Background: an optimization exercise with open tools, aiming at small area, a short achievable clock period and few clock cycles. Do not read the settings as production practice. In this exercise RTL edits were held to simulation tests only and were not proved equivalent to the original.

## rsu_radix
module rsu_radix (
    input  wire        clk,
    input  wire        rst,         
    input  wire        start,
    input  wire [7:0]  cmd,         
    input  wire [15:0] len,         
    input  wire [63:0] val,         
    output wire        ready,
    input  wire        in_valid,
    input  wire [7:0]  in_data,
    output wire        in_ready,
    output wire        out_valid,
    output wire [7:0]  out_data,
    input  wire        out_ready,
    output reg         done,
    output wire [2:0]  err,
    output wire [15:0] out_len,
    output reg  [63:0] res          
);
clock: 8.0 ns
lec_check: 0
cap_margin: 20
core_margin: 2
core_utilization: 40
setup_slack_margin: 5.0
slew_margin: 20
standard.sh (not shown) runs the stock make flow with config.mk's settings and CLKGATE_MAP_FILE= SYNTH_SCRIPT=/design/flow/synth_recipe.tcl, a recipe that flattens the netlist after the stock synthesis.
==> flow/flow/run.sh <==
#!/bin/bash
# Standard ORFS layout (standard synthesis unchanged), with the port buffers
# made of the smallest plain buffer instead of the default choice.
set -euo pipefail
bash standard.sh BUFFER_PORTS_ARGS="-buffer_cell sky130_fd_sc_hd__buf_1" finish > orfs_flow.log 2>&1
Testbench counts at the start, summed over its fixed seeds: cycles 30,049.
Next try:
--- a/flow/design.v
+++ b/flow/design.v
@@ -66,19 +66,18 @@
     reg        first;        
     reg        sp;           
     reg [6:0]  acc;          
     reg [2:0]  dc;           
     reg        bad;          
     reg        eqs;          
     reg [1:0]  qc;           
     reg [15:0] outcnt;       
     reg [2:0]  err_r;
-    reg        olz;          
     reg        ov, sv;       
     reg [7:0]  od, sd;
     wire run   = !idle;
     wire cango = run && !sv;            
     wire enc   = !m_dec;
     wire ienc  = m_int && !m_dec;       
     wire [7:0] c = in_data;
     wire is_space = (c == 8'h20);
     wire is_bin   = (c[7:1] == 7'b0011000);
@@ -191,19 +190,19 @@
     always @(*) begin
         if (m_bin)      inval = bad || (dc != 3'd0);
         else if (m_hex) inval = bad || dc[0];
         else            inval = bad || (dc[1:0] == 2'd1) ||
                                 (qc != 2'd0 && qc != (2'd0 - dc[1:0]));
         if (m_int) inval = inval || (outcnt != {12'd0, wbytes});
     end
     wire [63:0] wmask = {{32{wsel == 2'd3}}, {16{wsel[1]}}, {8{wsel != 2'd0}}, 8'hFF};
     assign err     = err_r;
-    assign out_len = olz ? 16'd0 : outcnt;
+    assign out_len = outcnt;            
     wire last1  = (rem[12:2] == 11'd0) && (t0 ? (rem[1:0] == 2'd2) : (rem[1:0] == 2'd1));
     wire more_n = more && !(used && last1);
     wire ib_v_n = take || (ib_v && !dcons);
     wire sv_n   = sv ? !out_ready : (push && ov && !out_ready);
     wire [3:0] bcnt_n = (cango && enc) ? (ins ? (rbits + 4'd8) : rbits) : bcnt;
     wire sp_n   = (cango && enc) ? (ins ? (m_delim && !first) : 1'b0) : sp;
     wire [3:0] bc0 = cango ? rbits : bcnt;                
     wire sp0    = cango ? 1'b0 : sp;
     wire have0  = m_bin ? (bc0 != 4'd0) : m_hex ? (bc0[3:2] != 2'b00) : (bc0 >= 4'd6);
@@ -228,29 +227,27 @@
             sv   <= 1'b0;
         end else begin
             done <= 1'b0;
             if (idle) begin
                 ir <= accept ? ir_acc : 1'b1;
                 if (start) begin
                     if (!cmd_legal || cmd_badlen) begin
                         done  <= 1'b1;
                         err_r <= cmd_legal ? 3'd5 : 3'd4;
-                        olz   <= 1'b1;
                     end else begin
                         idle  <= 1'b0;
                     end
                 end
             end else if (fin) begin
                 idle  <= 1'b1;
                 ir    <= 1'b1;
                 done  <= 1'b1;
                 err_r <= (m_dec && inval) ? 3'd1 : 3'd0;
-                olz   <= (m_dec && (inval || m_int));
             end else begin
                 ir    <= ir_run;
             end
             sv <= sv_n;
             if (sv) begin
                 if (out_ready)
                     od <= sd;
             end else if (push) begin
                 if (!ov || out_ready) begin
@@ -284,19 +281,21 @@
             eqs     <= 1'b0;
             qc      <= 2'd0;
             outcnt  <= 16'd0;
             ib      <= cls;
             ib_v    <= start && in_valid;
         end else begin
             more <= more_n;
             if (used)
                 rem <= rem - 13'd1;
-            if (push || d_int)
+            if (fin && m_dec && (inval || m_int))
+                outcnt <= 16'd0;
+            else if (push || d_int)
                 outcnt <= outcnt + 16'd1;
             bcnt <= bcnt_n;
             sp   <= sp_n;
             if (cango && enc) begin
                 bbuf <= ins ? (bkeep | bnew) : bkeep;
                 if (ins)
                     first <= 1'b0;
             end
             if (ienc && want)
Result:
- via count came out lower by 5.5%
- cell area came out lower by 2.9%
- maximum frequency came out higher by 0.58%
- setup slack improved by 0.017 ns
- die area came out lower by 2.7%
- cell count came out lower by 6.0%
- routed wire length came out lower by 6.1%
Testbench counts after the change, summed over its fixed seeds: cycles 30,049.

re-timing with driven ports:
How much do the figures lean on ideal ports? The routed layouts below were timed once more, with nothing changed but the port constraints.
Step 1, drivers: a clkbuf_16 drives clk and a buf_2 each remaining input, both assumed.
Step 2 adds t to the input delays and takes it off the output delays; t is the mean of the earliest and latest rising clock arrival at the registers after step 1. Input paths then give back, and output paths get back, about the clock's delay inside the block.
Slacks: no drivers / after step 1 / after step 2; pairs: no drivers / after step 1.
| run | t (ns) | setup slack, ns | hold slack, ns | worst setup path at the end |
|---|---|---|---|---|
| the first run | 0.599 | 5.020 / 4.972 / 4.486 | 0.476 / 0.476 / 0.476 | input to register |
| the second run | 0.579 | 5.037 / 4.996 / 4.456 | 0.450 / 0.450 / 0.450 | input to register |
After both steps every run listed still meets setup and hold. The setup slack of the second run, which loses most, moves by -0.041 ns with the drivers and by -0.581 ns with both steps.
